This design comes from an exercise in tuning for small area and few clock cycles on the open sky130 flow, not from production work.
Where RTL was checked, it was by simulation tests only, not by an equivalence proof against the original.
Power is estimated from default activity; no workload was simulated.

==> module fshv, before the edit <==
module fshv (
    input  wire        clk,
    input  wire        rst,
    input  wire        cmd_valid,
    input  wire [7:0]  cmd,
    output wire        cmd_ready,
    input  wire [15:0] store_len,
    output wire        rd_req,
    output wire [15:0] rd_addr,
    input  wire        rd_ack,
    input  wire [7:0]  rd_data,
    output wire        out_valid,
    output wire [2:0]  out_kind,
    output wire [7:0]  out_class,
    output wire [7:0]  out_id,
    output wire [15:0] out_len,
    output wire [15:0] out_pos,
    output wire [15:0] out_expected,
    output wire [15:0] out_got,
    output wire [15:0] cursor,
    output reg         commit_valid,
    output wire [15:0] commit_count,
    output reg         err_illegal_cmd,
    output reg         err_cursor
);
    localparam [7:0]  P_SYNC1   = 8'hB5;
    localparam [7:0]  P_SYNC2   = 8'h62;
    localparam [10:0] P_MAX_LEN = 11'd1240;
    localparam [7:0] CMD_SCAN   = 8'h01;
    localparam [7:0] CMD_COMMIT = 8'h02;
    localparam [1:0] KD_NONE = 2'b00;
    localparam [1:0] KD_OK   = 2'b01;
    localparam [1:0] KD_MIS  = 2'b10;
    localparam [1:0] KD_NEED = 2'b11;
    reg        busy;      
    reg        inf;       
    reg [15:0] m;         
    reg [10:0] o;         
    reg [1:0]  kd;
    reg        herr;
    reg [7:0]  cls_n;
    reg [7:0]  id_n;
    reg [10:0] len;
    reg [7:0]  ck_a;
    reg [7:0]  ck_b;
    reg [7:0]  rx_a_n;
    reg [7:0]  rx_b_n;    
    reg        got_a;     
    reg        sh_p;      
    reg        sh_f;      
    reg [2:0]  q_hi;
    wire [10:0] q = {q_hi, rx_b_n};
    function [15:0] add16;
        input [15:0] x;
        input [15:0] y;
        integer k;
        reg c;
        begin
            c = 1'b0;
            for (k = 0; k < 16; k = k + 1) begin
                add16[k] = x[k] ^ y[k] ^ c;
                c = (x[k] & y[k]) | (c & (x[k] ^ y[k]));
            end
        end
    endfunction
    function [7:0] add8;
        input [7:0] x;
        input [7:0] y;
        integer k;
        reg c;
        begin
            c = 1'b0;
            for (k = 0; k < 8; k = k + 1) begin
                add8[k] = x[k] ^ y[k] ^ c;
                c = (x[k] & y[k]) | (c & (x[k] ^ y[k]));
            end
        end
    endfunction
    function [10:0] inc11;
        input [10:0] x;
        integer k;
        reg c;
        begin
            c = 1'b1;
            for (k = 0; k < 11; k = k + 1) begin
                inc11[k] = x[k] ^ c;
                c = c & x[k];
            end
        end
    endfunction
    wire is_mis = (kd == KD_MIS);
    wire show   = (kd[1] ^ kd[0]) & ~herr;
    assign out_valid = herr | (kd != KD_NONE);
    assign out_kind  = {herr, kd & {2{~herr}}};
    wire [10:0] cur_o = inf ? 11'd0 : is_mis ? 11'd2 : o;
    wire [10:0] b_o   = busy ? o : cur_o;
    wire [15:0] addr  = add16(m, {5'd0, b_o});
    assign cursor       = addr;
    assign commit_count = addr;
    assign rd_addr      = addr;
    wire cmp    = busy ? (addr >= store_len) : (addr > store_len);
    wire at_end = cmp;
    wire past   = cmp;
    assign rd_req = busy & ~at_end;
    assign cmd_ready = ~rst & ~busy & ~commit_valid;
    assign out_class    = ~(cls_n | {8{~show}});
    assign out_id       = ~(id_n | {8{~show}});
    assign out_len      = show ? {5'd0, len} : 16'd0;
    assign out_pos      = show ? m : 16'd0;
    assign out_expected = ~({rx_b_n, rx_a_n} | {16{~show}});
    assign out_got      = show ? {ck_b, ck_a} : 16'd0;
    wire [7:0] b = rd_data;
    wire b_s1 = (b == P_SYNC1);
    wire b_s2 = (b == P_SYNC2);
    wire [10:0] o_inc = inc11(o);
    wire o_is1  = (o == 11'd1);
    wire o_hdr  = (o[10:3] == 8'd0) & ~(o[2] & o[1]);      
    wire [11:0] len6 = {1'b0, len} + 12'd6;
    wire o_cka  = ({1'b0, o} == len6);
    wire [7:0] ck_a_next = add8(ck_a, b);
    wire [7:0] ck_b_next = add8(ck_b, ck_a_next);
    wire [15:0] len_full = {b, len[7:0]};
    wire oversize = (len_full > {5'd0, P_MAX_LEN});
    wire [10:0] resume = sh_p ? q : o;
    always @(posedge clk) begin
        if (rst) begin
            busy            <= 1'b0;
            inf             <= 1'b0;
            m               <= 16'd0;
            o               <= 11'd0;
            herr            <= 1'b0;
            kd              <= KD_NONE;
            commit_valid    <= 1'b0;
            err_illegal_cmd <= 1'b0;
            err_cursor      <= 1'b0;
        end else if (commit_valid) begin
            commit_valid <= 1'b0;
            m            <= 16'd0;
            if (!inf || err_cursor) begin
                o   <= 11'd0;
                inf <= 1'b0;
            end
            herr         <= 1'b0;
            kd           <= KD_NONE;
        end else if (!busy) begin
            if (cmd_valid) begin
                case (cmd)
                    CMD_SCAN: begin
                        if (past) begin
                            err_cursor <= 1'b1;
                            herr       <= 1'b1;
                            if (inf) begin
                                inf <= 1'b0;
                                o   <= 11'd0;
                            end else if (is_mis) begin
                                o   <= 11'd2;
                            end
                        end else begin
                            busy <= 1'b1;
                            herr <= 1'b0;
                        end
                    end
                    CMD_COMMIT: commit_valid <= 1'b1;
                    default:    err_illegal_cmd <= 1'b1;
                endcase
            end
        end else if (at_end) begin
            busy <= 1'b0;
            kd   <= KD_NEED;
        end else if (rd_ack) begin
            if (!inf) begin
                m <= addr;
                o <= 11'd1;
                if (b_s1) begin
                    inf  <= 1'b1;
                    sh_p <= 1'b0;
                    sh_f <= 1'b0;
                end
            end else begin
                if (!o_is1 && !sh_f) begin
                    if (sh_p) begin
                        if (b_s2) sh_f <= 1'b1;
                        else      sh_p <= 1'b0;
                    end else if (b_s1) begin
                        sh_p   <= 1'b1;
                        q_hi   <= o[10:8];
                        rx_b_n <= o[7:0];
                    end
                end
                o <= o_inc;
                if (o_is1) begin
                    ck_a  <= 8'd0;
                    ck_b  <= 8'd0;
                    got_a <= 1'b0;
                    if (!b_s2) inf <= 1'b0;
                end else if (o_hdr) begin
                    ck_a <= ck_a_next;
                    ck_b <= ck_b_next;
                    case (o[1:0])
                        2'd2: cls_n <= ~b;
                        2'd3: id_n  <= ~b;
                        2'd0: len[7:0] <= b;
                        default: begin
                            len[10:8] <= b[2:0];
                            if (oversize) begin
                                inf <= 1'b0;
                                o   <= resume;
                            end
                        end
                    endcase
                end else if (got_a) begin
                    rx_b_n <= ~b;
                    busy   <= 1'b0;
                    inf    <= 1'b0;
                    if ({b, ~rx_a_n} == {ck_b, ck_a}) begin
                        kd <= KD_OK;
                    end else begin
                        kd <= KD_MIS;
                        o  <= resume;
                    end
                end else if (o_cka) begin
                    rx_a_n <= ~b;
                    got_a  <= 1'b1;
                end else begin
                    ck_a <= ck_a_next;
                    ck_b <= ck_b_next;
                end
            end
        end
    end
endmodule
==> flow/config.mk <==
export PLATFORM = sky130hd
export DESIGN_NAME = fshv
export DESIGN_NICKNAME = fshv
export VERILOG_FILES = /design/flow/design.v
export SDC_FILE = /design/flow/constraint.sdc
export NUM_CORES = 4
export LEC_CHECK = 0
export CAP_MARGIN = 20
export CORE_MARGIN = 2
export CORE_UTILIZATION = 60
export CTS_BUF_LIST = sky130_fd_sc_hd__clkbuf_8
export CTS_CLUSTER_SIZE = 10
export SLEW_MARGIN = 20
==> flow/constraint.sdc <==
create_clock -name core_clock -period 10.0 [get_ports {clk}]
set_input_delay 2.0000 -clock core_clock [delete_from_list [all_inputs] [get_ports {clk}]]
set_output_delay 2.0000 -clock core_clock [all_outputs]
set_load 0.01 [all_outputs]
standard.sh (not shown) runs the stock make flow with config.mk's settings and CLKGATE_MAP_FILE= SYNTH_SCRIPT=/design/flow/synth_recipe.tcl, a recipe that flattens the netlist after the stock synthesis.
==> flow/flow/run.sh <==
#!/bin/bash
# The standard layout (the standard.sh: standard synthesis, floorplan, place,
# CTS, route, finish), with the port buffers that global placement inserts made
# of the smallest buffer cell, sky130_fd_sc_hd__buf_1, instead of the cell
# buffer_ports picks by default.  Every input and output port still gets its
# own buffer.  The whole make output goes to standard_flow.log here; ORFS's
# per-step logs stay under orfs/logs/.
set -euo pipefail
bash standard.sh "BUFFER_PORTS_ARGS=-buffer_cell sky130_fd_sc_hd__buf_1" finish > standard_flow.log 2>&1
Testbench counts at the start, summed over its fixed seeds: cycles 133,836.
Change:
--- a/flow/design.v
+++ b/flow/design.v
@@ -99,5 +99,11 @@
     assign commit_count = addr;
     assign rd_addr      = addr;
-    wire cmp    = busy ? (addr >= store_len) : (addr > store_len);
+    reg cmp;
+    integer i;
+    always @* begin
+        cmp = busy;
+        for (i = 0; i < 16; i = i + 1)
+            cmp = (addr[i] & ~store_len[i]) | ((addr[i] | ~store_len[i]) & cmp);
+    end
     wire at_end = cmp;
     wire past   = cmp;
@@ -116,5 +122,19 @@
     wire o_is1  = (o == 11'd1);
     wire o_hdr  = (o[10:3] == 8'd0) & ~(o[2] & o[1]);      
-    wire [11:0] len6 = {1'b0, len} + 12'd6;
+    reg [11:0] len6;
+    reg        c6;
+    integer j;
+    always @* begin
+        len6[0] = len[0];
+        len6[1] = ~len[1];
+        c6      = len[1];
+        len6[2] = len[2] ^ ~c6;
+        c6      = len[2] | c6;
+        for (j = 3; j < 11; j = j + 1) begin
+            len6[j] = len[j] ^ c6;
+            c6      = len[j] & c6;
+        end
+        len6[11] = c6;
+    end
     wire o_cka  = ({1'b0, o} == len6);
     wire [7:0] ck_a_next = add8(ck_a, b);
Core utilization increases by 0.86 points.
Routed wire length decreases by 4.4%.
Die area decreases by 3.8%.
Clock skew hardly moves.
First-iteration DRC count increases by 35%.
Power increases by 3.9%.
Testbench counts after the change, summed over its fixed seeds: cycles 133,836.

== the previous run ==
The RTL this note starts from:
==> flow/design.v <==
module fshv (
    input  wire        clk,
    input  wire        rst,
    input  wire        cmd_valid,
    input  wire [7:0]  cmd,
    output wire        cmd_ready,
    input  wire [15:0] store_len,
    output wire        rd_req,
    output wire [15:0] rd_addr,
    input  wire        rd_ack,
    input  wire [7:0]  rd_data,
    output wire        out_valid,
    output wire [2:0]  out_kind,
    output wire [7:0]  out_class,
    output wire [7:0]  out_id,
    output wire [15:0] out_len,
    output wire [15:0] out_pos,
    output wire [15:0] out_expected,
    output wire [15:0] out_got,
    output wire [15:0] cursor,
    output reg         commit_valid,
    output wire [15:0] commit_count,
    output reg         err_illegal_cmd,
    output reg         err_cursor
);
    localparam [7:0]  P_SYNC1   = 8'hB5;
    localparam [7:0]  P_SYNC2   = 8'h62;
    localparam [10:0] P_MAX_LEN = 11'd1240;
    localparam [7:0] CMD_SCAN   = 8'h01;
    localparam [7:0] CMD_COMMIT = 8'h02;
    localparam [1:0] KD_NONE = 2'b00;
    localparam [1:0] KD_OK   = 2'b01;
    localparam [1:0] KD_MIS  = 2'b10;
    localparam [1:0] KD_NEED = 2'b11;
    reg        busy;      
    reg        inf;       
    reg [15:0] m;         
    reg [10:0] o;         
    reg [1:0]  kd;
    reg        herr;
    reg [7:0]  cls_n;
    reg [7:0]  id_n;
    reg [10:0] len_n;
    reg [7:0]  ck_a_n;
    reg [7:0]  ck_b_n;
    wire [10:0] len = ~len_n;
    reg [7:0]  rx_a_n;
    reg [7:0]  rx_b_n;    
    reg        got_a;     
    reg        sh_p;      
    reg        sh_f;      
    reg [2:0]  q_hi;
    wire [10:0] q = {q_hi, rx_b_n};
    function [15:0] add16;
        input [15:0] x;
        input [15:0] y;
        integer k;
        reg c;
        begin
            c = 1'b0;
            for (k = 0; k < 16; k = k + 1) begin
                add16[k] = x[k] ^ y[k] ^ c;
                c = (x[k] & y[k]) | (c & (x[k] ^ y[k]));
            end
        end
    endfunction
    function [7:0] add8;
        input [7:0] x;
        input [7:0] y;
        integer k;
        reg c;
        begin
            c = 1'b0;
            for (k = 0; k < 8; k = k + 1) begin
                add8[k] = x[k] ^ y[k] ^ c;
                c = (x[k] & y[k]) | (c & (x[k] ^ y[k]));
            end
        end
    endfunction
    function [7:0] add8c;
        input [7:0] x;
        input [7:0] y;
        integer k;
        reg c;
        begin
            c = 1'b1;
            for (k = 0; k < 8; k = k + 1) begin
                add8c[k] = x[k] ^ y[k] ^ c;
                c = (x[k] & y[k]) | (c & (x[k] ^ y[k]));
            end
        end
    endfunction
    function [10:0] inc11;
        input [10:0] x;
        integer k;
        reg c;
        begin
            c = 1'b1;
            for (k = 0; k < 11; k = k + 1) begin
                inc11[k] = x[k] ^ c;
                c = c & x[k];
            end
        end
    endfunction
    wire is_mis = (kd == KD_MIS);
    wire show   = (kd[1] ^ kd[0]) & ~herr;
    assign out_valid = herr | (kd != KD_NONE);
    assign out_kind  = {herr, kd & {2{~herr}}};
    wire [10:0] cur_o = inf ? 11'd0 : is_mis ? 11'd2 : o;
    wire [10:0] b_o   = busy ? o : cur_o;
    wire [15:0] addr  = add16(m, {5'd0, b_o});
    assign cursor       = addr;
    assign commit_count = addr;
    assign rd_addr      = addr;
    reg cmp;
    integer i;
    always @* begin
        cmp = busy;
        for (i = 0; i < 16; i = i + 1)
            cmp = (addr[i] & ~store_len[i]) | ((addr[i] | ~store_len[i]) & cmp);
    end
    wire at_end = cmp;
    wire past   = cmp;
    assign rd_req = busy & ~at_end;
    assign cmd_ready = ~rst & ~busy & ~commit_valid;
    assign out_class    = ~(cls_n | {8{~show}});
    assign out_id       = ~(id_n | {8{~show}});
    assign out_len      = {5'd0, ~(len_n | {11{~show}})};
    assign out_pos      = show ? m : 16'd0;
    assign out_expected = ~({rx_b_n, rx_a_n} | {16{~show}});
    assign out_got      = ~({ck_b_n, ck_a_n} | {16{~show}});
    wire [7:0] b = rd_data;
    wire b_s1 = (b == P_SYNC1);
    wire b_s2 = (b == P_SYNC2);
    wire [10:0] o_inc = inc11(o);
    wire o_is1  = (o == 11'd1);
    wire o_hdr  = (o[10:3] == 8'd0) & ~(o[2] & o[1]);      
    reg [11:0] len6;
    reg        c6;
    integer j;
    always @* begin
        len6[0] = len[0];
        len6[1] = ~len[1];
        c6      = len[1];
        len6[2] = len[2] ^ ~c6;
        c6      = len[2] | c6;
        for (j = 3; j < 11; j = j + 1) begin
            len6[j] = len[j] ^ c6;
            c6      = len[j] & c6;
        end
        len6[11] = c6;
    end
    wire o_cka  = ({1'b0, o} == len6);
    wire [7:0] ck_a_n_next = add8c(ck_a_n, ~b);
    wire [7:0] ck_b_n_next = add8c(ck_b_n, ck_a_n_next);
    wire [15:0] len_full = {b, len[7:0]};
    wire oversize = (len_full > {5'd0, P_MAX_LEN});
    wire [10:0] resume = sh_p ? q : o;
    always @(posedge clk) begin
        if (rst) begin
            busy            <= 1'b0;
            inf             <= 1'b0;
            m               <= 16'd0;
            o               <= 11'd0;
            herr            <= 1'b0;
            kd              <= KD_NONE;
            commit_valid    <= 1'b0;
            err_illegal_cmd <= 1'b0;
            err_cursor      <= 1'b0;
        end else if (commit_valid) begin
            commit_valid <= 1'b0;
            m            <= 16'd0;
            if (!inf || err_cursor) begin
                o   <= 11'd0;
                inf <= 1'b0;
            end
            herr         <= 1'b0;
            kd           <= KD_NONE;
        end else if (!busy) begin
            if (cmd_valid) begin
                case (cmd)
                    CMD_SCAN: begin
                        if (past) begin
                            err_cursor <= 1'b1;
                            herr       <= 1'b1;
                            if (inf) begin
                                inf <= 1'b0;
                                o   <= 11'd0;
                            end else if (is_mis) begin
                                o   <= 11'd2;
                            end
                        end else begin
                            busy <= 1'b1;
                            herr <= 1'b0;
                        end
                    end
                    CMD_COMMIT: commit_valid <= 1'b1;
                    default:    err_illegal_cmd <= 1'b1;
                endcase
            end
        end else if (at_end) begin
            busy <= 1'b0;
            kd   <= KD_NEED;
        end else if (rd_ack) begin
            if (!inf) begin
                m <= addr;
                o <= 11'd1;
                if (b_s1) begin
                    inf  <= 1'b1;
                    sh_p <= 1'b0;
                    sh_f <= 1'b0;
                end
            end else begin
                if (!o_is1 && !sh_f) begin
                    if (sh_p) begin
                        if (b_s2) sh_f <= 1'b1;
                        else      sh_p <= 1'b0;
                    end else if (b_s1) begin
                        sh_p   <= 1'b1;
                        q_hi   <= o[10:8];
                        rx_b_n <= o[7:0];
                    end
                end
                o <= o_inc;
                if (o_is1) begin
                    ck_a_n <= 8'hff;
                    ck_b_n <= 8'hff;
                    got_a <= 1'b0;
                    if (!b_s2) inf <= 1'b0;
                end else if (o_hdr) begin
                    ck_a_n <= ck_a_n_next;
                    ck_b_n <= ck_b_n_next;
                    case (o[1:0])
                        2'd2: cls_n <= ~b;
                        2'd3: id_n  <= ~b;
                        2'd0: len_n[7:0] <= ~b;
                        default: begin
                            len_n[10:8] <= ~b[2:0];
                            if (oversize) begin
                                inf <= 1'b0;
                                o   <= resume;
                            end
                        end
                    endcase
                end else if (got_a) begin
                    rx_b_n <= ~b;
                    busy   <= 1'b0;
                    inf    <= 1'b0;
                    if ({~b, rx_a_n} == {ck_b_n, ck_a_n}) begin
                        kd <= KD_OK;
                    end else begin
                        kd <= KD_MIS;
                        o  <= resume;
                    end
                end else if (o_cka) begin
                    rx_a_n <= ~b;
                    got_a  <= 1'b1;
                end else begin
                    ck_a_n <= ck_a_n_next;
                    ck_b_n <= ck_b_n_next;
                end
            end
        end
    end
endmodule
clock: 10.0 ns
lec_check: 0
cap_margin: 20
core_margin: 2
core_utilization: 60
cts_buf_list: sky130_fd_sc_hd__clkbuf_8
cts_cluster_size: 10
slew_margin: 20
==> flow/flow/run.sh <==
#!/bin/bash
# The standard layout (the standard.sh: standard synthesis, floorplan, place,
# CTS, route, finish) with two changes to how cells are chosen:
#  - the port buffers that global placement inserts are made of the smallest
#    buffer cell, sky130_fd_sc_hd__buf_1, instead of the cell buffer_ports picks
#    by default (every input and output port still gets its own buffer);
#  - clock tree synthesis runs with ORFS's own arguments (sink clustering,
#    clock net repair, the cluster size and buffer list of config.mk) but
#    without dummy loads on the leaf nets.
# The whole make output goes to standard_flow.log here; ORFS's per-step logs
# stay under orfs/logs/.
set -euo pipefail
CTS="-sink_clustering_enable -repair_clock_nets -sink_clustering_size 10"
CTS="$CTS -buf_list sky130_fd_sc_hd__clkbuf_8 -dont_use_dummy_load"
bash standard.sh "BUFFER_PORTS_ARGS=-buffer_cell sky130_fd_sc_hd__buf_1" \
    "CTS_ARGS=$CTS" finish > standard_flow.log 2>&1
Having completed the whole flow, the previous run delivered a layout that passed the timing, design-rule and antenna checks.
Testbench counts of the previous run, summed over its fixed seeds: cycles 133,836.
The following lists how the current run was set up differently from the previous run:
--- a/flow/design.v
+++ b/flow/design.v
@@ -148,11 +148,11 @@
             len6[j] = len[j] ^ c6;
             c6      = len[j] & c6;
         end
         len6[11] = c6;
     end
-    wire o_cka  = ({1'b0, o} == len6);
+    wire o_cka  = (o == len6[10:0]);    
     wire [7:0] ck_a_n_next = add8c(ck_a_n, ~b);
     wire [7:0] ck_b_n_next = add8c(ck_b_n, ck_a_n_next);
     wire [15:0] len_full = {b, len[7:0]};
     wire oversize = (len_full > {5'd0, P_MAX_LEN});
     wire [10:0] resume = sh_p ? q : o;
### Flow results
- Compared with the previous run, the current run shows a critical path depth that is 3.6% lower.
- Fraction of area in registers: the current run vs the previous run down 0.83 points
- Where post-layout minimum cycle time is concerned, the previous run is better than the current run.
- Changes observed in the current run relative to the previous run: clock transition time at the flip-flop clock pins of the worst setup and hold paths level, clock network latency to the later pin of the worst-skew pair held, post-layout total power essentially unchanged, clock distribution area overhead in the final layout barely changed.
Function not checked in the current run: the RTL went through the layout flow alone.

## what the ideal ports hide
The flow's constraints put no driver on any port. The routed layouts listed below were extracted and timed again, unchanged, in two steps. Step 1 sets driving cells, clkbuf_16 on the clock port and buf_2 on the other inputs (assumed; they add their load-dependent delay and slew). Step 2, shift: input delay + t, output delay - t, t = (earliest + latest rising clock arrival at the registers) / 2. This alone moves slack from input paths to output paths. Slacks: no drivers / after step 1 / after step 2; pairs: no drivers / after step 1.
| run | shift t [ns] | slack for setup (ns) | hold WS [ns] | slew at the worst register clock pin (ns) |
|---|---|---|---|---|
| the first run of note 1 | 0.413 | 0.279 / 0.243 / 0.657 | 0.457 / 0.457 / 0.457 | 0.11 / 0.11 |
| the second run of note 1 | 0.422 | 0.433 / 0.397 / 0.819 | 0.477 / 0.477 / 0.477 | 0.10 / 0.10 |
| the previous run | 0.402 | 0.470 / 0.438 / 0.841 | 0.480 / 0.480 / 0.480 | 0.11 / 0.11 |
| the current run | 0.415 | 0.416 / 0.381 / 0.796 | 0.450 / 0.450 / 0.450 | 0.11 / 0.11 |
After both steps every run listed still meets setup and hold.
